Source: an optimization exercise on an open RTL-to-GDS flow (aim: small area). Production flows keep margins and buffers that such runs may drop.
In this exercise RTL edits were held to simulation tests only and were not proved equivalent to the original.
The clock input has no modelled driver; a real chip could not lean on it and would need a root buffer or a full tree.
Power and IR drop assume default switching activity.

## flow/config.mk

```make
export PLATFORM = sky130hd
export DESIGN_NAME = sigma_delta_modulator
export DESIGN_NICKNAME = sigma_delta_modulator
export VERILOG_FILES = /design/flow/design.v
export SDC_FILE = /design/flow/constraint.sdc
export NUM_CORES = 4
export LEC_CHECK = 0
export CAP_MARGIN = 20
export CORE_MARGIN = 2
export CORE_UTILIZATION = 65
export PLACE_DENSITY = 0.75
export SLEW_MARGIN = 20
```

## flow/constraint.sdc

```tcl
create_clock -name core_clock -period 8.0 [get_ports {clk}]
set_input_delay 1.6000 -clock core_clock [delete_from_list [all_inputs] [get_ports {clk}]]
set_output_delay 1.6000 -clock core_clock [all_outputs]
set_load 0.01 [all_outputs]
```

## flow/design.v

```verilog
module sigma_delta_modulator #(
    parameter integer N  = 1024,
    parameter integer F  = 14,
    parameter integer SW = F + 2,
    parameter integer M  = N / 8,
    parameter integer AW = F + 1 + $clog2(N + 2),
    parameter integer IW = (N > 1) ? $clog2(N) : 1,
    parameter integer CW = (M > 1) ? $clog2(M) : 1
) (
    input  wire          clk,
    input  wire          rst,
    input  wire          start,
    input  wire          sample_valid,
    input  wire [SW-1:0] sample_data,
    output wire [IW-1:0] sample_idx,
    output reg           busy,
    output wire          done,
    output wire          fault,
    output wire [1:0]    fault_cause,
    output reg           byte_valid,
    output wire [CW-1:0] byte_addr,
    output wire [7:0]    byte_data
);
    localparam integer HW = AW - F;             
    reg [IW-1:0] idx;
    reg [F-1:0]  lo;
    reg [HW-1:0] hi;
    reg          cy;
    reg [6:0]    sh;
    wire mod_bit = ~(hi[HW-1] ^ (cy & (&hi[HW-2:0])));
    wire en = sample_valid;
    wire [2:0]    k      = {sample_data[SW-1], sample_data[SW-1:F]} + {mod_bit, mod_bit, 1'b1};
    wire [HW-1:0] add_hi = en ? {{(HW-3){k[2]}}, k} : {HW{1'b0}};
    wire [F-1:0]  add_lo = en ? sample_data[F-1:0] : {F{1'b0}};
    wire [F:0]    c_lo;
    wire [HW:0]   c_hi;
    wire [F-1:0]  s_lo;
    wire [HW-1:0] s_hi;
    assign c_lo[0] = 1'b0;
    assign c_hi[0] = cy;
    genvar i;
    generate
        for (i = 0; i < F; i = i + 1) begin : g_lo
            assign s_lo[i]   = lo[i] ^ add_lo[i] ^ c_lo[i];
            assign c_lo[i+1] = (lo[i] & add_lo[i]) | (c_lo[i] & (lo[i] ^ add_lo[i]));
        end
        for (i = 0; i < HW; i = i + 1) begin : g_hi
            assign s_hi[i]   = hi[i] ^ add_hi[i] ^ c_hi[i];
            assign c_hi[i+1] = (hi[i] & add_hi[i]) | (c_hi[i] & (hi[i] ^ add_hi[i]));
        end
    endgenerate
    wire [IW:0] inc = {1'b0, idx} + en;
    always @(posedge clk) begin
        if (start) begin
            lo  <= {F{1'b1}};
            hi  <= {HW{1'b0}};
            cy  <= 1'b0;
            idx <= {IW{1'b0}};
        end else begin
            lo  <= s_lo;
            hi  <= s_hi;
            cy  <= c_lo[F];
            idx <= inc[IW-1:0];
        end
        if (en)
            sh <= {sh[5:0], mod_bit};
    end
    always @(posedge clk) begin
        if (rst) begin
            busy       <= 1'b0;
            byte_valid <= 1'b0;
        end else if (start) begin
            busy       <= 1'b1;
            byte_valid <= 1'b0;
        end else begin
            if (busy && sample_valid && idx == N - 1)
                busy <= 1'b0;
            byte_valid <= busy && sample_valid && (idx[2:0] == 3'd7);
        end
    end
    assign sample_idx  = idx;
    assign done        = byte_valid & ~busy;
    assign byte_addr   = idx[IW-1:3] - 1'b1;
    assign byte_data   = {sh, mod_bit};
    assign fault       = 1'b0;
    assign fault_cause = 2'b00;
endmodule
```

## flow/flow/run.sh

```bash
#!/bin/bash
set -euo pipefail
here=$(pwd)
export BUFFER_PORTS_ARGS="-buffer_cell sky130_fd_sc_hd__buf_1"
export CTS_ARGS="-sink_clustering_enable -repair_clock_nets -dont_use_dummy_load -buf_list sky130_fd_sc_hd__clkbuf_8"
export POST_CTS_TCL="$here/flow/clock_leaves.tcl"
bash standard.sh > standard.log 2>&1
```

## flow/flow/clock_leaves.tcl

```tcl
set block [ord::get_db_block]
set clk_net [$block findNet clk]
set root ""
foreach it [$clk_net getITerms] {
  set inst [$it getInst]
  if {[string match "clkbuf_*" [$inst getName]]} { set root $inst }
}
if {$root eq ""} { error "no root clock buffer" }
set root_net [[$root findITerm X] getNet]
set leaves {}
foreach it [$root_net getITerms] {
  set inst [$it getInst]
  if {$inst ne $root} { lappend leaves $it }
}
if {[llength $leaves] > 4} { error "[llength $leaves] leaves" }
foreach it $leaves {
  $it disconnect
  $it connect $clk_net
}
[$root findITerm A] disconnect
[$root findITerm X] disconnect
odb::dbInst_destroy $root
odb::dbNet_destroy $root_net
puts "removed root clock buffer, [llength $leaves] leaves on the clock port"

set target_ps 100
if {[info exists ::env(CLK_SLEW_TARGET_PS)]} { set target_ps $::env(CLK_SLEW_TARGET_PS) }
proc leaf_slew_ps {inst} {
  set worst 0
  set net [[$inst findITerm X] getNet]
  foreach it [$net getITerms] {
    if {[$it getInst] eq $inst} continue
    set pin [get_pins [[$it getInst] getName]/[[$it getMTerm] getName]]
    foreach e {rise fall} {
      foreach a {min max} {
        set s [expr {[sta::time_ui_sta [get_property $pin slew_${a}_$e]] * 1e12}]
        set worst [expr {max($worst, $s)}]
      }
    }
  }
  return $worst
}
estimate_parasitics -placement
foreach it $leaves {
  set inst [$it getInst]
  foreach cell {sky130_fd_sc_hd__clkbuf_2 sky130_fd_sc_hd__clkbuf_4 sky130_fd_sc_hd__clkbuf_8 sky130_fd_sc_hd__clkbuf_16} {
    replace_cell [get_cells [$inst getName]] $cell
    set s [leaf_slew_ps $inst]
    if {$s <= $target_ps} break
  }
  puts "clock leaf [$inst getName]: $cell, slew [format %.1f $s] ps"
}

detailed_placement
check_placement -verbose
```

## flow/standard.sh

```bash
#!/bin/bash
# synth_recipe.tcl (not shown) runs the flow's synth.tcl, then flattens the netlist and writes it again
# the make line also repeats each setting of config.mk as NAME=value (left out here)
make -C /OpenROAD-flow-scripts/flow DESIGN_CONFIG=/design/flow/config.mk WORK_HOME=/design/flow/orfs CLKGATE_MAP_FILE= SYNTH_SCRIPT=/design/flow/synth_recipe.tcl "${@:-finish}"
```

==> impl_metrics.py, run 1 <==
metrics = {
    "status": {
        "status": "finished clean",
    },
    "setup_path": {
        "start_kind": "input pin",
        "path_max_fanout": 2,
        "reg2reg_depth": 18,
        "rr_endpoint": "hi[11]$_SDFF_PP0_",
        "rrSetupSlack_ns": 2.04,
        "worstPathCellList": "buf_1 -> and2_1 -> ha_1 -> inv_1 -> fa_1 -> inv_1 -> fa_1 -> fa_1 -> fa_1 -> fa_1 -> fa_1 -> fa_1 -> fa_1 -> fa_1 -> fa_1 -> fa_1 -> inv_1 -> fa_1 -> fa_1 -> nand2_1",
        "worstPathArrival_ns": 6.88,
        "max_stage_delay_ns": 0.41,
        "crit_path_frequent_cell": "fa_1",
        "worstSetupPathType": "input pin to flip-flop",
        "crit_required_ns": 8.09,
        "r2r-start": "hi[4]$_SDFF_PP0_",
        "end_kind": "flip-flop",
        "crit_slowest_cell": "fa_1",
    },
    "synthesis": {
        "yosysMostFrequentCell": "dfxtp_1",
        "netlist_area_mm2": 0.00225,
        "yosys.area_share.simple_pct": 19.4,
        "ys.flop_type": "dfxtp_1",
        "synthArstFlopShare_pct": 0,
        "yosysSeqAreaShare_pct": 44.1,
        "synth_xor_area_share_pct": 4.28,
        "netlist_top_cells_area": "dfxtp_1, fa_1, edfxtp_1",
        "synth_cells": 198,
        "ys_ff_latch": 46,
        "postSynthAreaPerCell_um2": 11.4,
        "synth_top_family_by_area": "adder cells",
        "synth_top_area_share_pct": 34.7,
        "yosys-top-cells-count": "dfxtp_1, fa_1, inv_1, nor2b_1, and2_1",
        "yosysWarnings": 1,
        "yosys.area.top_type": "dfxtp_1",
        "synth_compound_area_share_pct": 2.45,
        "synthAdderAreaFrac_pct": 25.0,
        "synth-edff-count": 7,
        "synthMuxAreaShare_pct": 0,
        "synth_cell_types": 28,
    },
    "die": {
        "dieArea_mm2": 0.00395,
        "row_count": 21,
        "core_area_mm2": 0.00334,
        "start_util_pct": 67.4,
        "die_h_um": 62.8,
        "io_pins": 51,
        "die_x_um": 62.8,
    },
    "layout": {
        "fin_util_pct": 75.2,
        "insertedDiodeCount": 0,
        "final_nets": 296,
        "area_growth_pct": 11.6,
        "n_fill_cell": 254,
        "drive_above_1_share_pct": 7.79,
        "fin_cells": 290,
    },
    "worst_hold_path": {
        "hp-class": "flip-flop to flip-flop",
        "min_to": "sh[3]$_DFFE_PP_",
        "whs_path_depth": 0,
        "worstHoldStart": "sh[2]$_DFFE_PP_",
    },
    "timing": {
        "fin_tns_setup_ns": 0,
        "tightest_slew_ns": 0.650,
        "hold_viol_final": 0,
        "slew_headroom_pct": 56.7,
        "rsz0062_at_grt": "false",
        "fmax_mhz": 147,
        "setup_viol": 0,
        "fin_skew_ns": 0.0156,
        "whs_ns": 0.456,
        "fin_ws_ns": 1.20,
        "report.final.slew_viol_count": 0,
        "post-route-period-util_pct": 85.0,
        "period_needed_ns": 6.80,
    },
    "pwr": {
        "p_per_area_mw_per_mm2": 250,
        "p_sw_share_pct": 29.6,
        "pwr-share-comb_pct": 29.9,
        "p_leak_nw": 0.999,
        "intPower_mw": 0.441,
        "p_clk_share_pct": 16.3,
        "peakVddDrop_v": 0.000151,
        "pwr-share-seq_pct": 53.9,
        "switchingPower_mw": 0.186,
    },
    "detailed_routing": {
        "viasPerCell": 4.92,
        "routed_wl_mm": 3.58,
        "drc": 0,
        "dr.pass1.iters": 4,
        "vias": 1428,
        "wl_per_cell_um": 12.3,
        "drt_iter0_drc": 142,
        "ant_nets": 0,
    },
    "global_route": {
        "grt_max_degree": 37,
        "grt_pass1_vias": 1414,
        "grt_usage_pct": 21.0,
        "grt_pass1_wl_mm": 6.50,
        "grt-ovfl-total": 0,
        "antenna_found_initial": 0,
    },
    "cts": {
        "cts.clk_slew.worst_paths_ns": 0.08,
        "cts.sinks": 46,
        "insertion_delay_ns": 0.14,
    },
    "place": {
        "place_congestion": 0.725,
        "post-place-cells": 286,
        "dp_hpwl_mm": 2.75,
        "place_ws_ns": 1.02,
        "io_buffers": 47,
    },
    "job": {
        "drv_cap": 0,
    },
}
critical path: cells and delay by family:
kind,cells,cell delay [ns]
adder cells (fa/ha/maj),14,4.79
buffers and inverters,4,0.26
AND/OR/NAND/NOR,2,0.22
metal layers:
metal | wire length [um] | share of wire (%) | global-route usage, %
met4 | 25 | 0.70 | 4.72
met3 | 155 | 4.3 | 5.41
met2 | 1730 | 48 | 33.9
met1 | 1660 | 47 | 29.0
met5 | 0 | 0 | 0
cells by family after synthesis:
kind of cell / count (synthesis)
buffers and inverters: 23
flip-flops: 46
adder cells (fa/ha/maj): 30
XOR/XNOR: 11
other: 1
AO/OA/AOI/OAI: 10
AND/OR/NAND/NOR: 77
sequential cells by signal, summed over array words and instances, names as in the netlist:
name        cells
hi             12
lo             14
sh              7
cy              1
byte_valid      1
busy            1
idx            10
placed cells by master (no fill, tap or decap):
master | Yosys | routed
inv_1 | 14 | 14
nand4_1 | 5 | 5
o31ai_1 | 2 | 2
clkbuf_8 | 0 | 4
or2_2 | 11 | 11
edfxtp_1 | 7 | 7
or4_1 | 1 | 1
nand3_1 | 4 | 4
a21oi_1 | 5 | 5
dfxtp_1 | 39 | 39
nor4b_1 | 1 | 1
buf_1 | 0 | 47
nor2b_1 | 14 | 14
o21ai_0 | 3 | 3
nand2_1 | 11 | 11
xnor2_1 | 7 | 7
nor2_1 | 8 | 8
or3_2 | 1 | 1
fa_1 | 25 | 25
nand4_2 | 1 | 1
and2_1 | 13 | 13
buf_4 | 4 | 2
or3_1 | 2 | 2
conb_1 | 1 | 3
ha_1 | 5 | 5
xor2_1 | 4 | 4
nand3b_1 | 1 | 1
nor3_1 | 4 | 4
per-stage QoR:
stage	instance area (um^2)	power, mW
after floorplan	2260	0.477
after global placement	2450	0.513
after detailed placement	2450	0.529
after global routing	2510	0.689
final	2510	0.627
cell type report:
| class | instances | area, um^2 | share of cell area, % |
|---|---|---|---|
| well taps | 46 | 57.6 | 2.29 |
| inverters | 14 | 52.6 | 2.09 |
| clock buffers | 4 | 55.1 | 2.19 |
| flip-flops and latches | 46 | 991 | 39.5 |
| repair buffers | 49 | 191 | 7.63 |
| multi-input cells | 131 | 1160 | 46.3 |
worst max-delay path by stage:
stage | startpoint | to | slack (ns)
after global placement | sample_valid | lo[13]$_SDFF_PP1_ | 1.18
after floorplan | sample_data[0] | lo[13]$_SDFF_PP1_ | 1.34
after detailed placement | sample_valid | lo[13]$_SDFF_PP1_ | 1.02
final | sample_valid | lo[13]$_SDFF_PP1_ | 1.20
after global routing | sample_valid | lo[13]$_SDFF_PP1_ | 0.94
power groups by stage:
stage / registers [mW] / logic (mW) / clock network [mW]
final: 0.337 / 0.187 / 0.102
after global routing: 0.347 / 0.231 / 0.112
after detailed placement: 0.343 / 0.187 / 0
after global placement: 0.340 / 0.173 / 0
after floorplan: 0.336 / 0.141 / 0
==> inputs of run 2 (changes only) <==
==> flow/flow/run.sh (replaced) <==
#!/bin/bash
set -euo pipefail
here=$(pwd)
export BUFFER_PORTS_ARGS="-buffer_cell sky130_fd_sc_hd__buf_1"
export CTS_ARGS="-sink_clustering_enable -repair_clock_nets -dont_use_dummy_load -buf_list sky130_fd_sc_hd__clkbuf_8"
export CLK_SLEW_TARGET_PS=118
export POST_CTS_TCL="$here/flow/clock_leaves.tcl"
bash standard.sh > standard.log 2>&1
--- a/flow/config.mk
+++ b/flow/config.mk
@@ -7,6 +7,7 @@
 export LEC_CHECK = 0
 export CAP_MARGIN = 20
 export CORE_MARGIN = 2
-export CORE_UTILIZATION = 65
-export PLACE_DENSITY = 0.75
+export CORE_UTILIZATION = 70
+export GPL_TIMING_DRIVEN = 0
+export PLACE_DENSITY = 0.8
 export SLEW_MARGIN = 20
==> run 2 against run 1 <==
Effect of this change: sequential share of layout area down 0.22 points; clock power down 16%; first-iteration DRC count down 51%; total power up 1.4%; count of clock-buffer cells in the layout unchanged; flip-flop and latch count unchanged; critical path type unchanged.
==> impl_metrics.py, run 2 <==
metrics = {
    "worst_hold_path": {
        "whs_path_depth": 0,
        "min_to": "sh[5]$_DFFE_PP_",
        "hp-class": "flip-flop to flip-flop",
        "worstHoldStart": "sh[4]$_DFFE_PP_",
    },
    "timing": {
        "tightest_slew_ns": 0.784,
        "slew_headroom_pct": 47.7,
        "fmax_mhz": 138,
        "period_needed_ns": 7.27,
        "report.final.slew_viol_count": 0,
        "setup_viol": 0,
        "post-route-period-util_pct": 90.8,
        "hold_viol_final": 0,
        "fin_tns_setup_ns": 0,
        "rsz0062_at_grt": "false",
        "fin_skew_ns": 0.0247,
    },
    "synthesis": {
        "yosysWarnings": 1,
        "synthArstFlopShare_pct": 0,
        "netlist_area_mm2": 0.00225,
        "synth_cells": 198,
        "yosysSeqAreaShare_pct": 44.1,
        "synthMuxAreaShare_pct": 0,
        "ys_ff_latch": 46,
        "netlist_top_cells_area": "dfxtp_1, fa_1, edfxtp_1",
        "synth_xor_area_share_pct": 4.28,
        "yosysMostFrequentCell": "dfxtp_1",
        "synth-edff-count": 7,
        "synth_cell_types": 28,
        "ys.flop_type": "dfxtp_1",
        "yosys-top-cells-count": "dfxtp_1, fa_1, inv_1, nor2b_1, and2_1",
        "yosys.area_share.simple_pct": 19.4,
        "postSynthAreaPerCell_um2": 11.4,
        "yosys.area.top_type": "dfxtp_1",
        "synth_top_area_share_pct": 34.7,
        "synth_compound_area_share_pct": 2.45,
        "synth_top_family_by_area": "adder cells",
        "synthAdderAreaFrac_pct": 25.0,
    },
    "layout": {
        "fin_cells": 295,
        "largest_register": "lo",
        "final_nets": 303,
        "largest_register_ffs": 14,
        "top_regs": "lo x14, hi x12, idx x10",
        "insertedDiodeCount": 0,
        "final_common_cell": "buf_1",
        "n_fill_cell": 189,
        "area_growth_pct": 12.2,
        "layout_common_cells": "buf_1, dfxtp_1, fa_1",
        "drive_above_1_share_pct": 8.76,
        "fin_util_pct": 82.7,
    },
    "pwr": {
        "p_per_area_mw_per_mm2": 252,
        "p_clk_share_pct": 13.5,
        "fin_total_pwr_mw": 0.635,
        "peakVddDrop_v": 0.000167,
        "pwr-share-seq_pct": 53.3,
        "switchingPower_mw": 0.201,
        "intPower_mw": 0.434,
        "p_leak_nw": 1.01,
        "pwr-share-comb_pct": 33.2,
        "p_sw_share_pct": 31.7,
    },
    "detailed_routing": {
        "dr.pass1.iters": 4,
        "drc": 0,
        "ant_nets": 0,
        "vias": 1516,
        "drt_iter0_drc": 70,
        "viasPerCell": 5.14,
        "routed_wl_mm": 4.20,
        "wl_per_cell_um": 14.2,
    },
    "global_route": {
        "grt-ovfl-total": 0,
        "grt_pass1_vias": 1580,
        "antenna_found_initial": 0,
        "grt_max_degree": 18,
        "grt_pass1_wl_mm": 7.21,
        "grt_usage_pct": 27.5,
    },
    "die": {
        "die_x_um": 60.7,
        "row_count": 20,
        "die_h_um": 60.7,
        "dieArea_mm2": 0.00368,
        "start_util_pct": 73.6,
        "core_area_mm2": 0.00305,
        "io_pins": 51,
    },
    "setup_path": {
        "cp.depth": 20,
        "r2r-start": "hi[3]$_SDFF_PP0_",
        "crit_required_ns": 8.11,
        "end_kind": "flip-flop",
        "crit_buf_inv": 4,
        "reg2reg_depth": 18,
        "start_kind": "input pin",
        "cp_top_family": "adder cells",
        "rr_endpoint": "hi[11]$_SDFF_PP0_",
        "worstPathCellList": "buf_1 -> and2_1 -> ha_1 -> inv_1 -> fa_1 -> inv_1 -> fa_1 -> fa_1 -> fa_1 -> fa_1 -> fa_1 -> fa_1 -> fa_1 -> fa_1 -> fa_1 -> fa_1 -> inv_1 -> fa_1 -> fa_1 -> nand2_1",
        "rrSetupSlack_ns": 1.78,
        "crit_path_frequent_cell": "fa_1",
        "path_max_fanout": 17,
        "max_stage_delay_ns": 0.43,
        "crit_slowest_cell": "fa_1",
        "worstSetupPathType": "input pin to flip-flop",
        "worstPathArrival_ns": 7.38,
    },
    "place": {
        "post-place-cells": 291,
        "io_buffers": 47,
        "place_congestion": 0.796,
        "dp_hpwl_mm": 3.08,
    },
    "cts": {
        "cts.clk_slew.worst_paths_ns": 0.11,
        "insertion_delay_ns": 0.17,
        "cts.sinks": 46,
    },
    "status": {
        "status": "finished clean",
    },
    "job": {
        "drv_cap": 0,
    },
}
[run 2: final cells by class]
| cell class | instances | area (um^2) | share of cell area (%) |
|---|---|---|---|
| buffer | 9 | 50.0 | 1.98 |
| clock buffer | 4 | 36.3 | 1.44 |
| inverter | 14 | 52.6 | 2.08 |
| multi-input combinational | 131 | 1160 | 46.1 |
| sequential | 46 | 991 | 39.3 |
| tap | 44 | 55.1 | 2.18 |
| timing repair buffer | 47 | 176 | 6.99 |
[run 2: through the flow]
stage	hold slack [ns]	worst slack (ns)	area [um^2]
after floorplan	0.499	1.34	2260
after global placement	0.436	0.758	2490
after detailed placement	0.440	0.635	2490
final	0.464	0.733	2520
after global routing	0.482	0.450	2520
[run 2: power by group through the flow]
stage	sequential (mW)	clock, mW	combinational (mW)
finish	0.338	0.0860	0.211
global route	0.348	0.0963	0.248
detailed placement	0.343	0	0.195
global placement	0.340	0	0.176
floorplan	0.336	0	0.141
[run 2: kinds of logic (layout without fill, tap and decap cells)]
logic type,Yosys count,after routing
simple gates,77,77
flops,46,46
fa+ha+maj,30,30
buf+inv,23,74
xor+xnor,11,11
compound gates,10,10
other cells,1,3
[run 2: metal layers]
layer  GRT usage (%)  vias to the layer above  part of all wire (%)
li1                -                      735                     -
met1            34.5                      731                    41
met2            49.9                       47                    54
met3            5.33                        3                   4.2
met4            5.59                        0                  0.67
met5               0                        -                     0
[run 2: worst reg2reg max path: cells and delay by family, from the launching register on]
kind	cells	cell delay, ns
fa+ha+maj	11	4.57
simple gates	5	0.80
flops	1	0.41
xor+xnor	2	0.35
[run 2: worst max-delay path by stage]
stage | slack (ns) | endpoint | start
2_1_floorplan | 1.34 | lo[13]$_SDFF_PP1_ | sample_data[0]
3_3_place_gp | 0.76 | lo[13]$_SDFF_PP1_ | sample_valid
6_report | 0.73 | lo[13]$_SDFF_PP1_ | sample_valid
5_1_grt | 0.45 | lo[13]$_SDFF_PP1_ | sample_valid
3_5_place_dp | 0.63 | lo[13]$_SDFF_PP1_ | sample_valid
==> inputs of run 3 (changes only) <==
--- a/flow/config.mk
+++ b/flow/config.mk
@@ -5,9 +5,8 @@
 export SDC_FILE = /design/flow/constraint.sdc
 export NUM_CORES = 4
 export LEC_CHECK = 0
-export CAP_MARGIN = 20
+export CAP_MARGIN = 0
 export CORE_MARGIN = 2
 export CORE_UTILIZATION = 70
-export GPL_TIMING_DRIVEN = 0
 export PLACE_DENSITY = 0.8
-export SLEW_MARGIN = 20
+export SLEW_MARGIN = 0
==> run 3 against run 2 <==
Effect of this change: still clean on timing, DRC and antenna; flip-flop and latch count unchanged; combinational power is 12% lower; total power down 3.1%; routed wire length down 8.7%; worst hold slack better by 0.0064 ns; sequential share of layout area increased by 0.45 points; global-route usage decreased by 3.4 points.
==> impl_metrics.py, run 3 <==
metrics = {
    "setup_path": {
        "max_stage_delay_ns": 0.42,
        "path_max_fanout": 10,
        "crit_path_start": "sample_valid",
        "crit_required_ns": 8.12,
        "start_kind": "input pin",
        "crit_slowest_cell": "fa_1",
        "crit_path_frequent_cell": "fa_1",
        "worstPathArrival_ns": 7.15,
        "worstPathCellList": "buf_1 -> and2_1 -> ha_1 -> inv_1 -> fa_1 -> inv_1 -> fa_1 -> fa_1 -> fa_1 -> fa_1 -> fa_1 -> fa_1 -> fa_1 -> fa_1 -> fa_1 -> fa_1 -> inv_1 -> fa_1 -> fa_1 -> nand2_1",
        "cp_top_family": "adder cells",
        "r2r-start": "hi[3]$_SDFF_PP0_",
        "end_kind": "flip-flop",
        "crit_buf_inv": 4,
        "worstSetupPathType": "input pin to flip-flop",
    },
    "cts": {
        "cts.sinks": 46,
        "insertion_delay_ns": 0.17,
        "cts.clk_slew.worst_paths_ns": 0.11,
    },
    "die": {
        "die_h_um": 60.7,
        "core_area_mm2": 0.00305,
        "start_util_pct": 73.6,
        "io_pins": 51,
        "dieArea_mm2": 0.00368,
        "row_count": 20,
        "die_x_um": 60.7,
    },
    "synthesis": {
        "synth_top_area_share_pct": 34.7,
        "synth_cell_types": 28,
        "synth_xor_area_share_pct": 4.28,
        "netlist_top_cells_area": "dfxtp_1, fa_1, edfxtp_1",
        "yosysWarnings": 1,
        "yosysSeqAreaShare_pct": 44.1,
        "postSynthAreaPerCell_um2": 11.4,
        "yosysMostFrequentCell": "dfxtp_1",
        "synth-edff-count": 7,
        "synthArstFlopShare_pct": 0,
        "yosys.area.top_type": "dfxtp_1",
        "synth_cells": 198,
        "synth_compound_area_share_pct": 2.45,
        "ys.flop_type": "dfxtp_1",
        "yosys.area_share.simple_pct": 19.4,
        "synthMuxAreaShare_pct": 0,
        "ys_ff_latch": 46,
        "synthAdderAreaFrac_pct": 25.0,
        "synth_top_family_by_area": "adder cells",
        "netlist_area_mm2": 0.00225,
        "yosys-top-cells-count": "dfxtp_1, fa_1, inv_1, nor2b_1, and2_1",
    },
    "place": {
        "post_dp_cell_area_mm2": 0.00245,
        "post-place-cells": 284,
        "io_buffers": 47,
        "place_congestion": 0.776,
        "dp_hpwl_mm": 2.90,
    },
    "timing": {
        "fin_tns_setup_ns": 0,
        "whs_ns": 0.471,
        "tightest_slew_ns": 0.639,
        "fmax_mhz": 142,
        "fin_skew_ns": 0.0297,
        "report.final.slew_viol_count": 0,
        "setup_viol": 0,
        "rsz0062_at_grt": "false",
        "slew_headroom_pct": 57.4,
        "post-route-period-util_pct": 87.9,
        "period_needed_ns": 7.03,
        "hold_viol_final": 0,
    },
    "global_route": {
        "grt_pass1_vias": 1436,
        "grtUsageMet1_pct": 32.0,
        "grt.busiest_layer": "met2",
        "use_met3_pct": 5.12,
        "grt_util_met2_pct": 41.5,
        "antenna_found_initial": 0,
        "grt_pass1_wl_mm": 6.42,
        "grt-ovfl-total": 0,
        "grt_max_degree": 37,
        "grt_usage_pct": 24.1,
    },
    "layout": {
        "final_common_cell": "buf_1",
        "layout_common_cells": "buf_1, dfxtp_1, fa_1",
        "multi_input_area_mm2": 0.00116,
        "largest_register": "lo",
        "fin_util_pct": 81.7,
        "insertedDiodeCount": 0,
        "area_growth_pct": 11.0,
        "n_fill_cell": 199,
        "register_area_um2": 991,
        "fin_cells": 288,
        "top_regs": "lo x14, hi x12, idx x10",
        "final_nets": 296,
        "largest_register_ffs": 14,
        "fin_area_mm2": 0.00249,
        "drive_above_1_share_pct": 7.79,
    },
    "worst_hold_path": {
        "hp-class": "flip-flop to flip-flop",
        "worstHoldStart": "sh[0]$_DFFE_PP_",
    },
    "detailed_routing": {
        "ant_nets": 0,
        "drc": 0,
        "drt_iter0_drc": 71,
        "wl_per_cell_um": 13.3,
        "viasPerCell": 5.15,
        "routed_wl_mm": 3.83,
        "vias": 1484,
        "dr.pass1.iters": 4,
    },
    "pwr": {
        "p_leak_nw": 0.994,
        "peakVddDrop_v": 0.000169,
        "p_per_area_mw_per_mm2": 247,
    },
    "status": {
        "status": "finished clean",
    },
    "job": {
        "drv_cap": 0,
    },
}
-- run 3: cell types whose count changed in the layout (fill, tap and decap cells not counted), sizes merged --
| cell | change |
|---|---|
| buf | -3 |
| clkbuf | -4 |
-- run 3: kinds of logic after synthesis --
group	count (synthesis)
DFF	46
AOI/OAI and AO/OA	10
and+or+nand+nor	77
buffers and inverters	23
other	1
xor gates and xnor gates	11
adders and majority gates	30
-- run 3: area by class of cell --
cell class                      instances  area share (%)
Tap cell                               44            2.21
Timing Repair Buffer                   49            7.67
Sequential cell                        46            39.7
Inverter                               14            2.11
Clock buffer                            4            1.71
Multi-Input combinational cell        131            46.6
-- run 3: worst reg2reg max path: stages, from the launching register on --
cell and delay [ns]:
dfxtp_1 0.39, nand4_1 0.13, nor3_1 0.26, xnor2_1 0.15
fa_1 0.50, nor2b_1 0.06, fa_1 0.41, fa_1 0.40
fa_1 0.39, fa_1 0.39, fa_1 0.39, fa_1 0.39
fa_1 0.39, fa_1 0.38, fa_1 0.38, fa_1 0.38
xor2_1 0.18, and2_1 0.16, nor3_1 0.11
-- run 3: worst paths after layout --
kind | to | slack [ns] | depth (start not counted)
setup / recovery | lo[13]$_SDFF_PP1_ | 0.97 | 20
setup reg to reg | hi[11]$_SDFF_PP0_ | 2.10 | 18
hold / removal | sh[1]$_DFFE_PP_ | 0.47 | 0
hold reg to reg | sh[1]$_DFFE_PP_ | 0.47 | 0
-- run 3: metrics by stage --
stage               setup WS, ns  power [mW]
floorplan                   1.34       0.477
global placement           0.953       0.511
detailed placement         0.786       0.530
global route               0.706       0.680
finish                     0.967       0.615
-- run 3: routing by layer --
layer,share of wire [%],routed length (um)
met1,43,1630
met2,52,1990
met3,4.8,185
met4,0.76,29
met5,0,0
-- run 3: power breakdown --
group | switching, mW | internal, mW | leakage, nW
logic | 0.0878 | 0.0985 | 0.582
registers | 0.0423 | 0.296 | 0.389
clock network | 0.0562 | 0.0349 | 0.0236
total | 0.186 | 0.429 | 0.994
==> inputs of run 4 (changes only) <==
--- a/flow/design.v
+++ b/flow/design.v
@@ -36,20 +36,25 @@
     wire [HW:0]   c_hi;
     wire [F-1:0]  s_lo;
     wire [HW-1:0] s_hi;
-    assign c_lo[0] = 1'b0;
     assign c_hi[0] = cy;
     genvar i;
     generate
-        for (i = 0; i < F; i = i + 1) begin : g_lo
-            assign s_lo[i]   = lo[i] ^ add_lo[i] ^ c_lo[i];
-            assign c_lo[i+1] = (lo[i] & add_lo[i]) | (c_lo[i] & (lo[i] ^ add_lo[i]));
+        sdm_ha u_lo0 (.a(lo[0]), .b(add_lo[0]), .s(s_lo[0]), .co(c_lo[1]));
+        for (i = 1; i < F; i = i + 1) begin : g_lo
+            sdm_fa u_fa (.a(lo[i]), .b(add_lo[i]), .ci(c_lo[i]), .s(s_lo[i]), .co(c_lo[i+1]));
         end
         for (i = 0; i < HW; i = i + 1) begin : g_hi
-            assign s_hi[i]   = hi[i] ^ add_hi[i] ^ c_hi[i];
-            assign c_hi[i+1] = (hi[i] & add_hi[i]) | (c_hi[i] & (hi[i] ^ add_hi[i]));
+            sdm_fa u_fa (.a(hi[i]), .b(add_hi[i]), .ci(c_hi[i]), .s(s_hi[i]), .co(c_hi[i+1]));
         end
     endgenerate
-    wire [IW:0] inc = {1'b0, idx} + en;
+    wire [IW:0]   ic;
+    wire [IW-1:0] inc;
+    assign ic[0] = en;
+    generate
+        for (i = 0; i < IW; i = i + 1) begin : g_idx
+            sdm_ha u_ha (.a(idx[i]), .b(ic[i]), .s(inc[i]), .co(ic[i+1]));
+        end
+    endgenerate
     always @(posedge clk) begin
         if (start) begin
             lo  <= {F{1'b1}};
@@ -60,7 +65,7 @@
             lo  <= s_lo;
             hi  <= s_hi;
             cy  <= c_lo[F];
-            idx <= inc[IW-1:0];
+            idx <= inc;
         end
         if (en)
             sh <= {sh[5:0], mod_bit};
@@ -73,9 +78,9 @@
             busy       <= 1'b1;
             byte_valid <= 1'b0;
         end else begin
-            if (busy && sample_valid && idx == N - 1)
+            if (busy && ic[IW])
                 busy <= 1'b0;
-            byte_valid <= busy && sample_valid && (idx[2:0] == 3'd7);
+            byte_valid <= busy && ic[3];
         end
     end
     assign sample_idx  = idx;
@@ -85,3 +90,20 @@
     assign fault       = 1'b0;
     assign fault_cause = 2'b00;
 endmodule
+module sdm_fa (
+    input  wire a,
+    input  wire b,
+    input  wire ci,
+    output wire s,
+    output wire co
+);
+    assign {co, s} = a + b + ci;
+endmodule
+module sdm_ha (
+    input  wire a,
+    input  wire b,
+    output wire s,
+    output wire co
+);
+    assign {co, s} = a + b;
+endmodule
--- a/flow/config.mk
+++ b/flow/config.mk
@@ -5,8 +5,9 @@
 export SDC_FILE = /design/flow/constraint.sdc
 export NUM_CORES = 4
 export LEC_CHECK = 0
-export CAP_MARGIN = 0
+export CAP_MARGIN = 20
 export CORE_MARGIN = 2
 export CORE_UTILIZATION = 70
 export PLACE_DENSITY = 0.8
-export SLEW_MARGIN = 0
+export SLEW_MARGIN = 20
+export SYNTH_HIERARCHICAL = 1
==> run 4 against run 3 <==
Effect of this change: fmax down 4.4%; cell area down 1.2%; highest routed layer unchanged; die area down 0.84%; critical endpoint unchanged; via count down 12%; non-clock buffer count up 1; cell count down 8.3%; synthesized cell count down 13%; critical path type unchanged; global-route usage down 0.96 points; still clean; routed wire length down 6.3%; total power down 2.4%; first-iteration DRC count down 35%.
==> impl_metrics.py, run 4 <==
metrics = {
    "pwr": {
        "p_leak_nw": 1.01,
        "peakVddDrop_v": 0.000179,
        "p_per_area_mw_per_mm2": 244,
    },
    "die": {
        "dieArea_mm2": 0.00365,
        "io_pins": 51,
        "die_h_um": 60.4,
        "start_util_pct": 73.0,
        "die_x_um": 60.4,
        "core_area_mm2": 0.00305,
        "row_count": 20,
    },
    "global_route": {
        "grt_pass1_vias": 1389,
        "grt_usage_pct": 23.1,
        "antenna_found_initial": 0,
        "grt_max_degree": 40,
        "grt-ovfl-total": 0,
        "grt_pass1_wl_mm": 6.02,
    },
    "setup_path": {
        "crit_path_start": "sample_valid",
        "timing.critical_path.to": "lo[13]$_SDFF_PP1_",
        "path_max_fanout": 15,
        "crit_slowest_cell": "fa_1",
        "rrSetupSlack_ns": 1.74,
        "worstPathCellList": "buf_1 -> buf_4 -> and2_1 -> fa_1 -> fa_1 -> fa_1 -> fa_1 -> fa_1 -> fa_1 -> fa_1 -> fa_1 -> fa_1 -> fa_1 -> fa_1 -> fa_1 -> fa_1 -> or2_1",
        "r2r-start": "hi[0]$_SDFF_PP0_",
        "worstPathArrival_ns": 7.39,
        "crit_path_frequent_cell": "fa_1",
        "max_stage_delay_ns": 0.43,
        "rr_endpoint": "hi[11]$_SDFF_PP0_",
        "worstSetupPathType": "input pin to flip-flop",
        "reg2reg_depth": 17,
        "crit_required_ns": 8.04,
        "start_kind": "input pin",
        "end_kind": "flip-flop",
    },
    "timing": {
        "fin_tns_setup_ns": 0,
        "period_needed_ns": 7.36,
        "fmax_mhz": 136,
        "tightest_slew_ns": 0.664,
        "post-route-period-util_pct": 92.0,
        "setup_viol": 0,
        "rsz0062_at_grt": "false",
        "slew_headroom_pct": 55.7,
        "fin_skew_ns": 0.0270,
        "report.final.slew_viol_count": 0,
        "hold_viol_final": 0,
    },
    "synthesis": {
        "yosysWarnings": 7,
        "synth_cells": 173,
        "yosys-top-cells-count": "dfxtp_1, fa_1, nor2b_1, and2_1, ha_1",
        "yosys.area.top_type": "dfxtp_1",
        "ys_ff_latch": 46,
        "ys.flop_type": "dfxtp_1",
        "synth-edff-count": 7,
        "synth_cell_types": 24,
        "yosysSeqAreaShare_pct": 44.5,
        "synth_top_area_share_pct": 35.0,
        "postSynthAreaPerCell_um2": 12.9,
        "netlist_top_cells_area": "dfxtp_1, fa_1, edfxtp_1",
        "yosysMostFrequentCell": "dfxtp_1",
        "netlist_area_mm2": 0.00223,
        "synthArstFlopShare_pct": 0,
    },
    "detailed_routing": {
        "drc": 0,
        "ant_nets": 0,
        "dr.pass1.iters": 4,
        "routed_wl_mm": 3.59,
        "viasPerCell": 4.95,
        "vias": 1308,
        "drt_iter0_drc": 46,
        "wl_per_cell_um": 13.6,
    },
    "layout": {
        "largest_register_ffs": 14,
        "largest_register": "lo",
        "top_regs": "lo x14, hi x12, idx x10",
        "fin_util_pct": 80.7,
        "layout_common_cells": "buf_1, dfxtp_1, nor2b_1, fa_1, and2_1",
        "area_growth_pct": 10.6,
        "final_common_cell": "buf_1",
        "drive_above_1_share_pct": 6.36,
        "final_nets": 280,
        "insertedDiodeCount": 0,
    },
    "cts": {
        "insertion_delay_ns": 0.17,
        "cts.clk_slew.worst_paths_ns": 0.11,
        "cts.sinks": 46,
    },
    "status": {
        "status": "finished clean",
    },
    "worst_hold_path": {
        "hp-class": "flip-flop to flip-flop",
    },
    "job": {
        "drv_cap": 0,
    },
    "place": {
        "io_buffers": 47,
        "place_congestion": 0.772,
        "dp_hpwl_mm": 2.77,
    },
}
run 4: Yosys stat by module (local to each module, per instance):
| module | cells inside | cell area, um^2 | copies in the design |
|---|---|---|---|
| sigma_delta_modulator | 137 | 1590 | 1 |
| sdm_ha | 1 | 12.5 | 11 |
| sdm_fa | 1 | 20.0 | 25 |
run 4: worst max-delay path, delay by kind of cell:
family                     cells  cell delay, ns
adders and majority gates     13            5.16
buffers and inverters          2            0.28
and+or+nand+nor                2            0.37
run 4: worst min path at each step:
stage / cells after the start / slack, ns / start / endpoint
after floorplan: 0 / 0.50 / sh[0]$_DFFE_PP_ / sh[1]$_DFFE_PP_
after global placement: 0 / 0.43 / sh[1]$_DFFE_PP_ / sh[2]$_DFFE_PP_
after detailed placement: 0 / 0.44 / sh[1]$_DFFE_PP_ / sh[2]$_DFFE_PP_
after global routing: 0 / 0.47 / sh[2]$_DFFE_PP_ / sh[3]$_DFFE_PP_
final: 0 / 0.46 / sh[4]$_DFFE_PP_ / sh[5]$_DFFE_PP_
run 4: metrics by stage:
stage | cell area (um^2) | hold WS [ns] | worst slack, ns | power, mW | instances
floorplan | 2240 | 0.499 | 0.807 | 0.455 | 175
global placement | 2420 | 0.428 | 0.622 | 0.490 | 260
detailed placement | 2420 | 0.443 | 0.456 | 0.510 | 260
global route | 2460 | 0.471 | 0.435 | 0.651 | 264
finish | 2460 | 0.458 | 0.643 | 0.600 | 264
run 4: layout make-up:
type	instances	area [um^2]
repair buffers	50	199
well taps	44	55.1
fillers	204	588
flip-flops and latches	46	991
clock buffers	4	42.5
inverters	5	18.8
multi-input cells	115	1160
run 4: layer usage:
metal | share of wire (%) | GRT usage, % | up-vias
li1 | - | - | 629
met1 | 41 | 27.4 | 632
met2 | 53 | 41.9 | 40
met3 | 4.5 | 5.33 | 7
met4 | 1.6 | 7.14 | 0
met5 | 0 | 0 | -
run 4: where the power goes:
part	leakage, nW	internal, mW	switching, mW	total (mW)
sequential	0.388	0.291	0.0388	0.330
clock	0.0236	0.0350	0.0559	0.0908
combinational	0.598	0.0958	0.0837	0.179
total	1.01	0.422	0.178	0.600
run 4: cells by family after synthesis:
family / share of synthesized area (%)
flops: 44.5
fa+ha+maj: 30.1
other cells: 0.168
simple gates: 18.8
compound gates: 0.224
xor+xnor: 2.36
buf+inv: 3.87
==> inputs of run 5 (changes only) <==
==> flow/flow/run.sh (replaced) <==
#!/bin/bash
# The standard layout with these changes:
# - the smallest buffer on each input and output port, and a stronger one
#   (instead of extra buffers) on the input ports that fan out widely
#   (port_buffers.tcl, after global placement);
set -euo pipefail
here=$(pwd)
export BUFFER_PORTS_ARGS="-buffer_cell sky130_fd_sc_hd__buf_1"
export POST_GLOBAL_PLACE_TCL="$here/flow/port_buffers.tcl"
export CTS_ARGS="-sink_clustering_enable -repair_clock_nets -dont_use_dummy_load -buf_list sky130_fd_sc_hd__clkbuf_8"
export CLK_SLEW_TARGET_PS=118
export POST_CTS_TCL="$here/flow/clock_leaves.tcl"
bash standard.sh > standard.log 2>&1
==> flow/flow/port_buffers.tcl (new file) <==
# Timing-driven global placement buffers the nets that fan out widely from the
# input port buffers; drive those nets with a stronger port buffer instead.
set names {}
foreach b [get_cells -quiet place*] { lappend names [get_full_name $b] }
if {[llength $names] > 0} { remove_buffers {*}$names }
foreach b [get_cells -quiet input*] {
  set net [get_nets -of_objects [get_pins -of_objects $b -filter "direction==output"]]
  set fanout [llength [get_pins -of_objects $net -filter "direction==input"]]
  if {$fanout > 40} {
    replace_cell $b sky130_fd_sc_hd__buf_4
  } elseif {$fanout > 12} {
    replace_cell $b sky130_fd_sc_hd__buf_2
  }
  puts "port buffer [get_full_name $b]: fanout $fanout, [get_property $b ref_name]"
}
estimate_parasitics -placement
==> run 5 against run 4 <==
Effect of this change: sequential power is essentially flat; flip-flop and latch count is the same; cell area shrank 0.81%; first-iteration DRC count shrank 50%; worst hold slack gained 0.0018 ns; largest cell class unchanged; total power shrank 1.5%; synthesized cell count is the same; cell count shrank 1.1%; clock skew grew 0.0062 ns; sequential share of layout area grew 0.33 points.
==> impl_metrics.py, run 5 <==
metrics = {
    "die": {
        "io_pins": 51,
        "die_h_um": 60.4,
        "core_area_mm2": 0.00305,
        "dieArea_mm2": 0.00365,
        "die_x_um": 60.4,
        "row_count": 20,
        "start_util_pct": 73.0,
    },
    "cts": {
        "cts.sinks": 46,
        "insertion_delay_ns": 0.17,
        "cts.clk_slew.worst_paths_ns": 0.11,
    },
    "synthesis": {
        "synth_compound_area_share_pct": 0.225,
        "synth_xor_area_share_pct": 2.36,
        "yosys.area.top_type": "dfxtp_1",
        "yosysWarnings": 7,
        "yosys-top-cells-count": "dfxtp_1, fa_1, nor2b_1, and2_1, ha_1",
        "synthArstFlopShare_pct": 0,
        "ys_ff_latch": 46,
        "netlist_area_mm2": 0.00223,
        "postSynthAreaPerCell_um2": 12.9,
        "synth_top_family_by_area": "adder cells",
        "synth-edff-count": 7,
        "yosysMostFrequentCell": "dfxtp_1",
        "synth_top_area_share_pct": 35.0,
        "synth_cell_types": 24,
        "synthMuxAreaShare_pct": 0,
        "synth_cells": 173,
        "ys.flop_type": "dfxtp_1",
        "yosysSeqAreaShare_pct": 44.5,
        "yosys.area_share.simple_pct": 18.8,
        "synthAdderAreaFrac_pct": 30.1,
        "netlist_top_cells_area": "dfxtp_1, fa_1, edfxtp_1",
    },
    "layout": {
        "n_fill_cell": 214,
        "final_nets": 277,
        "insertedDiodeCount": 0,
        "layout_common_cells": "buf_1, dfxtp_1, nor2b_1, fa_1, and2_1",
        "area_growth_pct": 9.71,
        "register_area_um2": 991,
        "fin_area_mm2": 0.00244,
        "final_common_cell": "buf_1",
        "multi_input_area_mm2": 0.00116,
        "drive_above_1_share_pct": 5.99,
        "largest_register": "lo",
        "top_regs": "lo x14, hi x12, idx x10",
        "fin_cells": 261,
        "largest_register_ffs": 14,
    },
    "setup_path": {
        "start_kind": "input pin",
        "crit_required_ns": 8.07,
        "worstPathCellList": "buf_2 -> and2_1 -> ha_1 -> fa_1 -> fa_1 -> fa_1 -> fa_1 -> fa_1 -> fa_1 -> fa_1 -> fa_1 -> fa_1 -> fa_1 -> fa_1 -> fa_1 -> fa_1 -> or2_1",
        "crit_slowest_cell": "fa_1",
        "cp.depth": 17,
        "crit_path_frequent_cell": "fa_1",
        "path_max_fanout": 25,
        "max_stage_delay_ns": 0.42,
        "reg2reg_depth": 17,
        "worstPathArrival_ns": 7.53,
        "cp_top_family": "adder cells",
        "crit_buf_inv": 1,
        "worstSetupPathType": "input pin to flip-flop",
        "end_kind": "flip-flop",
        "rrSetupSlack_ns": 1.75,
    },
    "pwr": {
        "p_per_area_mw_per_mm2": 242,
        "fin_total_pwr_mw": 0.591,
        "peakVddDrop_v": 0.000169,
        "p_leak_nw": 1.00,
    },
    "global_route": {
        "antenna_found_initial": 0,
        "grt-ovfl-total": 0,
        "grt_pass1_vias": 1302,
        "grt_pass1_wl_mm": 5.74,
        "grt_max_degree": 40,
        "grt_usage_pct": 21.9,
    },
    "timing": {
        "period_needed_ns": 7.46,
        "rsz0062_at_grt": "false",
        "fmax_mhz": 134,
        "post-route-period-util_pct": 93.3,
        "fin_ws_ns": 0.538,
        "slew_headroom_pct": 56.1,
        "setup_viol": 0,
        "fin_skew_ns": 0.0332,
        "fin_tns_setup_ns": 0,
        "hold_viol_final": 0,
        "report.final.slew_viol_count": 0,
        "tightest_slew_ns": 0.658,
    },
    "detailed_routing": {
        "wl_per_cell_um": 13.2,
        "vias": 1289,
        "dr.pass1.iters": 4,
        "routed_wl_mm": 3.44,
        "drc": 0,
        "ant_nets": 0,
        "drt_iter0_drc": 23,
        "viasPerCell": 4.94,
    },
    "status": {
        "status": "finished clean",
    },
    "job": {
        "drv_cap": 0,
    },
    "worst_hold_path": {
        "hp-class": "flip-flop to flip-flop",
        "whs_path_depth": 0,
    },
    "place": {
        "dp_hpwl_mm": 2.68,
        "place_ws_ns": 0.274,
        "post-place-cells": 257,
        "io_buffers": 47,
        "post_dp_cell_area_mm2": 0.00240,
    },
}
## run 5: modules after synthesis (local to each module, per instance)
| module | cell area (um^2) | cells inside | copies in the design |
|---|---|---|---|
| sdm_fa | 20.0 | 1 | 25 |
| sigma_delta_modulator | 1590 | 137 | 1 |
| sdm_ha | 12.5 | 1 | 11 |
## run 5: worst register-to-register path, stage by stage, from the launching register on
cell and delay, ns:
dfxtp_1 0.40, nand4_1 0.11, nor3_1 0.25, xnor2_1 0.18, fa_1 0.52, nor2b_1 0.06
fa_1 0.41, fa_1 0.39, fa_1 0.39, fa_1 0.41, fa_1 0.39, fa_1 0.40
fa_1 0.41, fa_1 0.41, fa_1 0.39, fa_1 0.40, fa_1 0.45, nor2b_1 0.14
## run 5: per-layer routing
layer	up-vias	wire (um)	global-route usage, %
met2	44	1790	37.9
met5	-	0	0
met4	0	56	7.45
met3	6	179	6.40
li1	625	-	-
met1	614	1410	26.5
## run 5: cell type report
type	count	share of cell area (%)
sequential	46	40.5
inverter	5	0.768
tap	44	2.25
multi-input combinational	115	47.4
timing repair buffer	47	7.32
clock buffer	4	1.74
## run 5: worst paths after layout
path	startpoint	endpoint
max	sample_valid	lo[13]$_SDFF_PP1_
max reg2reg	hi[8]$_SDFF_PP0_	hi[11]$_SDFF_PP0_
min reg2reg	sh[2]$_DFFE_PP_	sh[3]$_DFFE_PP_
min	sh[2]$_DFFE_PP_	sh[3]$_DFFE_PP_
## run 5: cell families after synthesis
family | count (synthesis)
AO/OA/AOI/OAI | 1
XOR/XNOR | 6
other | 1
adder cells (fa/ha/maj) | 38
AND/OR/NAND/NOR | 67
buffers and inverters | 14
flip-flops | 46
## run 5: report_power, final
| part | internal (mW) | leakage [nW] | switching (mW) |
|---|---|---|---|
| Sequential | 0.291 | 0.388 | 0.0385 |
| Combinational | 0.0925 | 0.589 | 0.0803 |
| Clock | 0.0349 | 0.0236 | 0.0537 |
## run 5: metrics by stage
| step | util, % | hold slack, ns |
|---|---|---|
| detailed placement | 78.7 | 0.443 |
| finish | 80.1 | 0.460 |
| global route | 80.1 | 0.475 |
| floorplan | - | 0.499 |
| global placement | 79.3 | 0.428 |
==> inputs of run 6 (changes only) <==
--- a/flow/design.v
+++ b/flow/design.v
@@ -23,28 +23,29 @@
 );
     localparam integer HW = AW - F;             
     reg [IW-1:0] idx;
-    reg [F-1:0]  lo;
-    reg [HW-1:0] hi;
-    reg          cy;
+    reg [F-1:0]  lo_n;
+    reg [HW-1:0] hi_n;
+    reg          cy_n;
     reg [6:0]    sh;
-    wire mod_bit = ~(hi[HW-1] ^ (cy & (&hi[HW-2:0])));
+    wire mod_bit = hi_n[HW-1] ^ (~cy_n & ~(|hi_n[HW-2:0]));
     wire en = sample_valid;
-    wire [2:0]    k      = {sample_data[SW-1], sample_data[SW-1:F]} + {mod_bit, mod_bit, 1'b1};
-    wire [HW-1:0] add_hi = en ? {{(HW-3){k[2]}}, k} : {HW{1'b0}};
-    wire [F-1:0]  add_lo = en ? sample_data[F-1:0] : {F{1'b0}};
-    wire [F:0]    c_lo;
-    wire [HW:0]   c_hi;
-    wire [F-1:0]  s_lo;
-    wire [HW-1:0] s_hi;
-    assign c_hi[0] = cy;
+    wire [2:0]    k       = {sample_data[SW-1], sample_data[SW-1:F]} + {mod_bit, mod_bit, 1'b1};
+    wire [HW-1:0] add_hi  = en ? {{(HW-3){k[2]}}, k} : {HW{1'b0}};
+    wire [F-1:0]  add_lo  = en ? sample_data[F-1:0] : {F{1'b0}};
+    wire [F:0]    c_lo_n;
+    wire [HW:0]   c_hi_n;
+    wire [F-1:0]  s_lo_n;
+    wire [HW-1:0] s_hi_n;
+    assign s_lo_n[0] = lo_n[0] ^ add_lo[0];
+    assign c_lo_n[1] = lo_n[0] | ~add_lo[0];
+    assign c_hi_n[0] = cy_n;
     genvar i;
     generate
-        sdm_ha u_lo0 (.a(lo[0]), .b(add_lo[0]), .s(s_lo[0]), .co(c_lo[1]));
         for (i = 1; i < F; i = i + 1) begin : g_lo
-            sdm_fa u_fa (.a(lo[i]), .b(add_lo[i]), .ci(c_lo[i]), .s(s_lo[i]), .co(c_lo[i+1]));
+            sdm_fa u_fa (.a(lo_n[i]), .b(~add_lo[i]), .ci(c_lo_n[i]), .s(s_lo_n[i]), .co(c_lo_n[i+1]));
         end
         for (i = 0; i < HW; i = i + 1) begin : g_hi
-            sdm_fa u_fa (.a(hi[i]), .b(add_hi[i]), .ci(c_hi[i]), .s(s_hi[i]), .co(c_hi[i+1]));
+            sdm_fa u_fa (.a(hi_n[i]), .b(~add_hi[i]), .ci(c_hi_n[i]), .s(s_hi_n[i]), .co(c_hi_n[i+1]));
         end
     endgenerate
     wire [IW:0]   ic;
@@ -57,15 +58,15 @@
     endgenerate
     always @(posedge clk) begin
         if (start) begin
-            lo  <= {F{1'b1}};
-            hi  <= {HW{1'b0}};
-            cy  <= 1'b0;
-            idx <= {IW{1'b0}};
+            lo_n <= {F{1'b0}};
+            hi_n <= {HW{1'b1}};
+            cy_n <= 1'b1;
+            idx  <= {IW{1'b0}};
         end else begin
-            lo  <= s_lo;
-            hi  <= s_hi;
-            cy  <= c_lo[F];
-            idx <= inc;
+            lo_n <= s_lo_n;
+            hi_n <= s_hi_n;
+            cy_n <= c_lo_n[F];
+            idx  <= inc;
         end
         if (en)
             sh <= {sh[5:0], mod_bit};
--- a/flow/config.mk
+++ b/flow/config.mk
@@ -7,7 +7,7 @@
 export LEC_CHECK = 0
 export CAP_MARGIN = 20
 export CORE_MARGIN = 2
-export CORE_UTILIZATION = 70
-export PLACE_DENSITY = 0.8
+export CORE_UTILIZATION = 80
+export PLACE_DENSITY = 0.9
 export SLEW_MARGIN = 20
 export SYNTH_HIERARCHICAL = 1
==> run 6 against run 5 <==
Effect of this change: cell area fell by 1.6%; worst hold slack better by 0.0075 ns; sequential share of layout area up 0.65 points; highest routed layer unchanged; routed wire length grew 50%.
==> impl_metrics.py, run 6 <==
metrics = {
    "status": {
        "status": "finished clean",
    },
    "timing": {
        "fmax_mhz": 129,
        "rsz0062_at_grt": "false",
        "fin_ws_ns": 0.248,
        "setup_viol": 0,
        "whs_ns": 0.467,
        "fin_skew_ns": 0.0258,
        "post-route-period-util_pct": 96.9,
        "fin_tns_setup_ns": 0,
        "report.final.slew_viol_count": 0,
        "hold_viol_final": 0,
        "period_needed_ns": 7.75,
        "slew_headroom_pct": 49.9,
        "tightest_slew_ns": 0.752,
    },
    "synthesis": {
        "netlist_top_cells_area": "dfxtp_1, fa_1, edfxtp_1",
        "synth_cells": 176,
        "ys.flop_type": "dfxtp_1",
        "synth_cell_types": 26,
        "synthArstFlopShare_pct": 0,
        "yosysSeqAreaShare_pct": 45.1,
        "netlist_area_mm2": 0.00220,
        "yosysWarnings": 7,
        "synth_top_family_by_area": "adder cells",
        "yosys.area_share.simple_pct": 17.3,
        "yosys-top-cells-count": "dfxtp_1, fa_1, nor2b_1, nand2_1, ha_1",
        "synthAdderAreaFrac_pct": 30.5,
        "ys_ff_latch": 46,
        "synthMuxAreaShare_pct": 0,
        "synth_compound_area_share_pct": 0.228,
        "yosysMostFrequentCell": "dfxtp_1",
        "synth_top_area_share_pct": 35.6,
        "yosys.area.top_type": "dfxtp_1",
        "synth-edff-count": 7,
        "postSynthAreaPerCell_um2": 12.5,
        "synth_xor_area_share_pct": 2.79,
    },
    "layout": {
        "largest_register": "lo_n",
        "final_nets": 280,
        "layout_common_cells": "buf_1, dfxtp_1, fa_1",
        "fin_area_mm2": 0.00241,
        "final_common_cell": "buf_1",
        "area_growth_pct": 9.57,
        "n_fill_cell": 64,
        "drive_above_1_share_pct": 7.27,
        "top_regs": "lo_n x14, hi_n x12, idx x10",
        "largest_register_ffs": 14,
        "insertedDiodeCount": 0,
    },
    "detailed_routing": {
        "dr.pass1.iters": 4,
        "vias": 1459,
        "drt_iter0_drc": 72,
        "wl_per_cell_um": 20.7,
        "drc": 0,
        "ant_nets": 0,
        "routed_wl_mm": 5.18,
        "viasPerCell": 5.84,
    },
    "place": {
        "dp_hpwl_mm": 3.54,
        "post_dp_cell_area_mm2": 0.00236,
        "io_buffers": 47,
        "place_ws_ns": 0.0744,
    },
    "cts": {
        "insertion_delay_ns": 0.16,
        "cts.clk_slew.worst_paths_ns": 0.11,
        "cts.sinks": 46,
    },
    "setup_path": {
        "start_kind": "input pin",
        "r2r-start": "hi_n[0]$_SDFF_PP1_",
        "worstSetupPathType": "input pin to flip-flop",
        "crit_path_start": "sample_valid",
        "crit_required_ns": 8.06,
        "end_kind": "flip-flop",
        "worstPathArrival_ns": 7.82,
        "path_max_fanout": 25,
    },
    "worst_hold_path": {
        "worstHoldStart": "sh[3]$_DFFE_PP_",
        "hp-class": "flip-flop to flip-flop",
    },
    "pwr": {
        "fin_total_pwr_mw": 0.657,
        "p_leak_nw": 0.957,
        "p_clk_share_pct": 14.0,
        "pwr-share-comb_pct": 34.5,
        "switchingPower_mw": 0.216,
        "p_per_area_mw_per_mm2": 273,
        "peakVddDrop_v": 0.000283,
        "intPower_mw": 0.441,
        "pwr-share-seq_pct": 51.5,
        "p_sw_share_pct": 32.8,
    },
    "global_route": {
        "grt-ovfl-total": 0,
        "grt_max_degree": 40,
        "grt_pass1_vias": 1609,
        "antenna_found_initial": 0,
        "grt_pass1_wl_mm": 8.26,
        "grt_usage_pct": 36.3,
    },
    "die": {
        "core_area_mm2": 0.00254,
        "dieArea_mm2": 0.00318,
        "start_util_pct": 86.3,
        "die_h_um": 56.4,
        "row_count": 18,
        "die_x_um": 56.4,
        "io_pins": 51,
    },
    "job": {
        "drv_cap": 0,
    },
}
==> run 6: cell count changes after synthesis, moves of 2 or more <==
cell	change
and2_1	-14
and2b_1	+4
clkbuf_1	+2
inv_1	+2
nand2_1	+14
nand2b_1	+2
nand4_1	-3
nor2b_1	-6
nor4_1	+3
or2_1	-6
or2_2	+5
==> run 6: through the flow <==
step / instances / utilization (%)
floorplan: 178 / -
global placement: 249 / 93.6
detailed placement: 246 / 92.8
global route: 250 / 94.5
finish: 250 / 94.5
==> run 6: Yosys stat by module, one instance, submodules excluded <==
module,cells,cell area [um^2]
sdm_fa,1,20.0
sigma_delta_modulator,141,1570
sdm_ha,1,12.5
==> run 6: area by class of cell <==
cell class | instances | area [um^2] | area share [%]
Timing Repair Buffer | 47 | 181 | 7.54
Clock buffer | 4 | 42.5 | 1.77
Tap cell | 30 | 37.5 | 1.56
Multi-Input combinational cell | 116 | 1130 | 46.9
Sequential cell | 46 | 991 | 41.2
Inverter | 7 | 26.3 | 1.09
==> run 6: routing by layer <==
metal  track usage [%]  vias up  wire, um
li1                  -      633         -
met1              39.4      686      1770
met2              65.4      110      2710
met3              7.83       30       388
met4              19.7        0       308
met5                 0        -         0
==> run 6: logic make-up (layout without fill, tap and decap cells) <==
logic type      count (synthesis)  after routing
simple gates                   67             67
xor+xnor                        7              7
buf+inv                        16             58
other cells                     1              3
flops                          46             46
fa+ha+maj                      38             38
compound gates                  1              1
==> run 6: power groups by stage <==
| stage | sequential (mW) | clock, mW | combinational, mW |
|---|---|---|---|
| 2_1_floorplan | 0.334 | 0 | 0.130 |
| 3_3_place_gp | 0.337 | 0 | 0.161 |
| 3_5_place_dp | 0.343 | 0 | 0.199 |
| 5_1_grt | 0.346 | 0.0994 | 0.250 |
| 6_report | 0.338 | 0.0919 | 0.227 |
==> run 6: worst paths after layout <==
kind	endpoint	slack, ns	cells after the start
setup / recovery	cy_n$_SDFF_PP1_	0.25	18
setup reg to reg	hi_n[11]$_SDFF_PP1_	1.35	17
hold reg to reg	sh[4]$_DFFE_PP_	0.47	0
hold / removal	sh[4]$_DFFE_PP_	0.47	0
==> run 6: critical path, stage by stage <==
cell	delay [ns]
clkbuf_4	0.31
and2_1	0.19
ha_1	0.17
inv_1	0.06
fa_1	0.39
fa_1	0.41
fa_1	0.40
fa_1	0.40
fa_1	0.42
fa_1	0.42
fa_1	0.39
fa_1	0.40
fa_1	0.39
fa_1	0.39
fa_1	0.39
fa_1	0.39
fa_1	0.40
or2_2	0.28
==> inputs of run 7 (changes only) <==
--- a/flow/config.mk
+++ b/flow/config.mk
@@ -7,7 +7,7 @@
 export LEC_CHECK = 0
 export CAP_MARGIN = 20
 export CORE_MARGIN = 2
-export CORE_UTILIZATION = 80
-export PLACE_DENSITY = 0.9
+export CORE_UTILIZATION = 70
+export PLACE_DENSITY = 0.8
 export SLEW_MARGIN = 20
 export SYNTH_HIERARCHICAL = 1
==> run 7 against run 6 <==
Effect of this change: critical path type unchanged; flip-flop and latch count unchanged; cell count up 5.6%; setup slack improved by 0.091 ns; largest cell class unchanged; worst hold slack got worse by 0.014 ns; cell area is 0.62% higher; combinational power is 22% lower; global-route usage fell by 14 points; synthesized area unchanged; non-clock buffer count did not move.
==> impl_metrics.py, run 7 <==
metrics = {
    "status": {
        "status": "finished clean",
    },
    "pwr": {
        "fin_total_pwr_mw": 0.601,
        "p_per_area_mw_per_mm2": 248,
        "peakVddDrop_v": 0.000209,
        "p_leak_nw": 0.956,
    },
    "cts": {
        "insertion_delay_ns": 0.16,
        "cts.sinks": 46,
        "cts.clk_slew.worst_paths_ns": 0.08,
    },
    "timing": {
        "fin_skew_ns": 0.0262,
        "fin_ws_ns": 0.339,
        "hold_viol_final": 0,
        "period_needed_ns": 7.66,
        "slew_headroom_pct": 53.2,
        "whs_ns": 0.454,
        "fin_tns_setup_ns": 0,
        "tightest_slew_ns": 0.702,
        "setup_viol": 0,
        "fmax_mhz": 131,
        "post-route-period-util_pct": 95.8,
        "rsz0062_at_grt": "false",
        "report.final.slew_viol_count": 0,
    },
    "detailed_routing": {
        "routed_wl_mm": 3.35,
        "viasPerCell": 4.93,
        "dr.pass1.iters": 4,
        "wl_per_cell_um": 12.7,
        "drt_iter0_drc": 45,
        "ant_nets": 0,
        "vias": 1301,
        "drc": 0,
    },
    "job": {
        "drv_cap": 0,
    },
    "place": {
        "post_dp_cell_area_mm2": 0.00238,
        "io_buffers": 47,
        "place_ws_ns": 0.161,
        "dp_hpwl_mm": 2.56,
    },
    "layout": {
        "final_nets": 280,
        "top_regs": "lo_n x14, hi_n x12, idx x10",
        "layout_common_cells": "buf_1, dfxtp_1, fa_1",
        "area_growth_pct": 10.3,
        "fin_area_mm2": 0.00242,
        "largest_register_ffs": 14,
        "drive_above_1_share_pct": 7.27,
        "final_common_cell": "buf_1",
        "insertedDiodeCount": 0,
        "largest_register": "lo_n",
    },
    "global_route": {
        "antenna_found_initial": 0,
        "grt_usage_pct": 22.3,
        "grt_util_met2_pct": 35.2,
        "grt_pass1_wl_mm": 5.87,
        "grt_pass1_vias": 1279,
        "grtUsageMet1_pct": 31.6,
        "grt_max_degree": 40,
        "grt-ovfl-total": 0,
        "use_met3_pct": 4.76,
        "grt.busiest_layer": "met2",
    },
    "synthesis": {
        "yosys.area.top_type": "dfxtp_1",
        "synth_top_area_share_pct": 35.6,
        "synth_cells": 176,
        "yosysSeqAreaShare_pct": 45.1,
        "postSynthAreaPerCell_um2": 12.5,
        "yosys-top-cells-count": "dfxtp_1, fa_1, nor2b_1, nand2_1, ha_1",
        "ys_ff_latch": 46,
        "synth-edff-count": 7,
        "synth_cell_types": 26,
        "ys.flop_type": "dfxtp_1",
        "netlist_top_cells_area": "dfxtp_1, fa_1, edfxtp_1",
        "yosysMostFrequentCell": "dfxtp_1",
        "yosysWarnings": 7,
        "synthArstFlopShare_pct": 0,
        "netlist_area_mm2": 0.00220,
    },
    "die": {
        "core_area_mm2": 0.00303,
        "start_util_pct": 72.5,
        "dieArea_mm2": 0.00360,
        "die_h_um": 60.0,
        "io_pins": 51,
        "row_count": 20,
        "die_x_um": 60.0,
    },
    "worst_hold_path": {
        "whs_path_depth": 0,
        "hp-class": "flip-flop to flip-flop",
    },
    "setup_path": {
        "reg2reg_depth": 16,
        "end_kind": "flip-flop",
        "worstSetupPathType": "input pin to flip-flop",
        "path_max_fanout": 25,
        "crit_required_ns": 8.03,
        "start_kind": "input pin",
        "worstPathArrival_ns": 7.69,
    },
}
## run 7: changes by cell type in the layout (fill, tap and decap cells not counted), sizes merged
| cell | delta |
|---|---|
| buf | +1 |
| clkbuf | -1 |
## run 7: final timing paths
check,slack (ns),endpoint,from
setup / recovery,0.34,cy_n$_SDFF_PP1_,sample_valid
hold / removal,0.45,sh[5]$_DFFE_PP_,sh[4]$_DFFE_PP_
setup reg to reg,1.59,hi_n[11]$_SDFF_PP1_,hi_n[0]$_SDFF_PP1_
hold reg to reg,0.45,sh[5]$_DFFE_PP_,sh[4]$_DFFE_PP_
## run 7: per-module statistics from Yosys, one instance, submodules excluded
module | cell area, um^2 | flip-flops and latches | times used
sigma_delta_modulator | 1570 | 46 | 1
sdm_ha | 12.5 | 0 | 10
sdm_fa | 20.0 | 0 | 25
## run 7: power breakdown
part / switching (mW) / internal, mW
registers: 0.0407 / 0.293
clock network: 0.0556 / 0.0349
logic: 0.0800 / 0.0973
total: 0.176 / 0.425
## run 7: per-layer routing
layer,routed length (um),share of wire [%],vias to the layer above
met5,0,0,-
met4,19,0.57,0
met3,165,4.9,3
met2,1660,50,39
met1,1500,45,627
li1,-,-,632
## run 7: cells by family after synthesis
kind of cell | Yosys count | share of synthesized area (%)
flops | 46 | 45.1
other cells | 1 | 0.171
compound gates | 1 | 0.228
buf+inv | 16 | 3.88
fa+ha+maj | 38 | 30.5
xor+xnor | 7 | 2.79
simple gates | 67 | 17.3
## run 7: area by class of cell
type                       count  area, um^2
clock buffer                   4        42.5
fill                         214         607
inverter                       7        26.3
multi-input combinational    116        1130
sequential                    46         991
tap                           44        55.1
timing repair buffer          47         179
## run 7: per-stage QoR
stage               std cells  util (%)
finish                    264      80.0
detailed placement        260      78.6
floorplan                 178         -
global route              264      80.0
global placement          263      79.2
## run 7: critical path, stage by stage
cell and delay [ns]:
buf_2 0.37, and2_1 0.20, ha_1 0.15, inv_1 0.05, fa_1 0.39, fa_1 0.40, fa_1 0.41, fa_1 0.39
fa_1 0.39, fa_1 0.39, fa_1 0.39, fa_1 0.39, fa_1 0.39, fa_1 0.39, fa_1 0.39, fa_1 0.38
fa_1 0.36, or2_2 0.27

-- static timing again, ports no longer ideal --
How much do the figures lean on ideal ports? The routed layouts below were timed once more, with nothing changed but the port constraints. Step 1 sets driving cells, clkbuf_16 on the clock port and buf_2 on the other inputs (assumed; they add their load-dependent delay and slew). Step 2 also shifts input and output timing later by t, the mid clock arrival at the registers, as if the neighbouring blocks saw the same clock. Slacks: ideal ports / drivers / drivers and shift; pairs: ideal ports / drivers.
| run | shift t [ns] | slack for setup (ns) | latest minus earliest clock arrival (ns) |
|---|---|---|---|
| run 1 | 0.186 | 1.203 / 1.218 / 1.032 | 0.016 / 0.016 |
| run 2 | 0.203 | 0.733 / 0.756 / 0.553 | 0.024 / 0.025 |
| run 3 | 0.199 | 0.967 / 0.994 / 0.795 | 0.030 / 0.030 |
| run 4 | 0.200 | 0.643 / 0.656 / 0.456 | 0.027 / 0.028 |
| run 5 | 0.201 | 0.538 / 0.554 / 0.354 | 0.035 / 0.035 |
| run 6 | 0.197 | 0.248 / 0.241 / 0.044 | 0.026 / 0.026 |
| run 7 | 0.193 | 0.339 / 0.339 / 0.146 | 0.028 / 0.027 |
After both steps setup and hold are still met in every run listed. The setup slack of run 6, which loses most, moves by -0.007 ns with the drivers and by -0.204 ns with both steps.
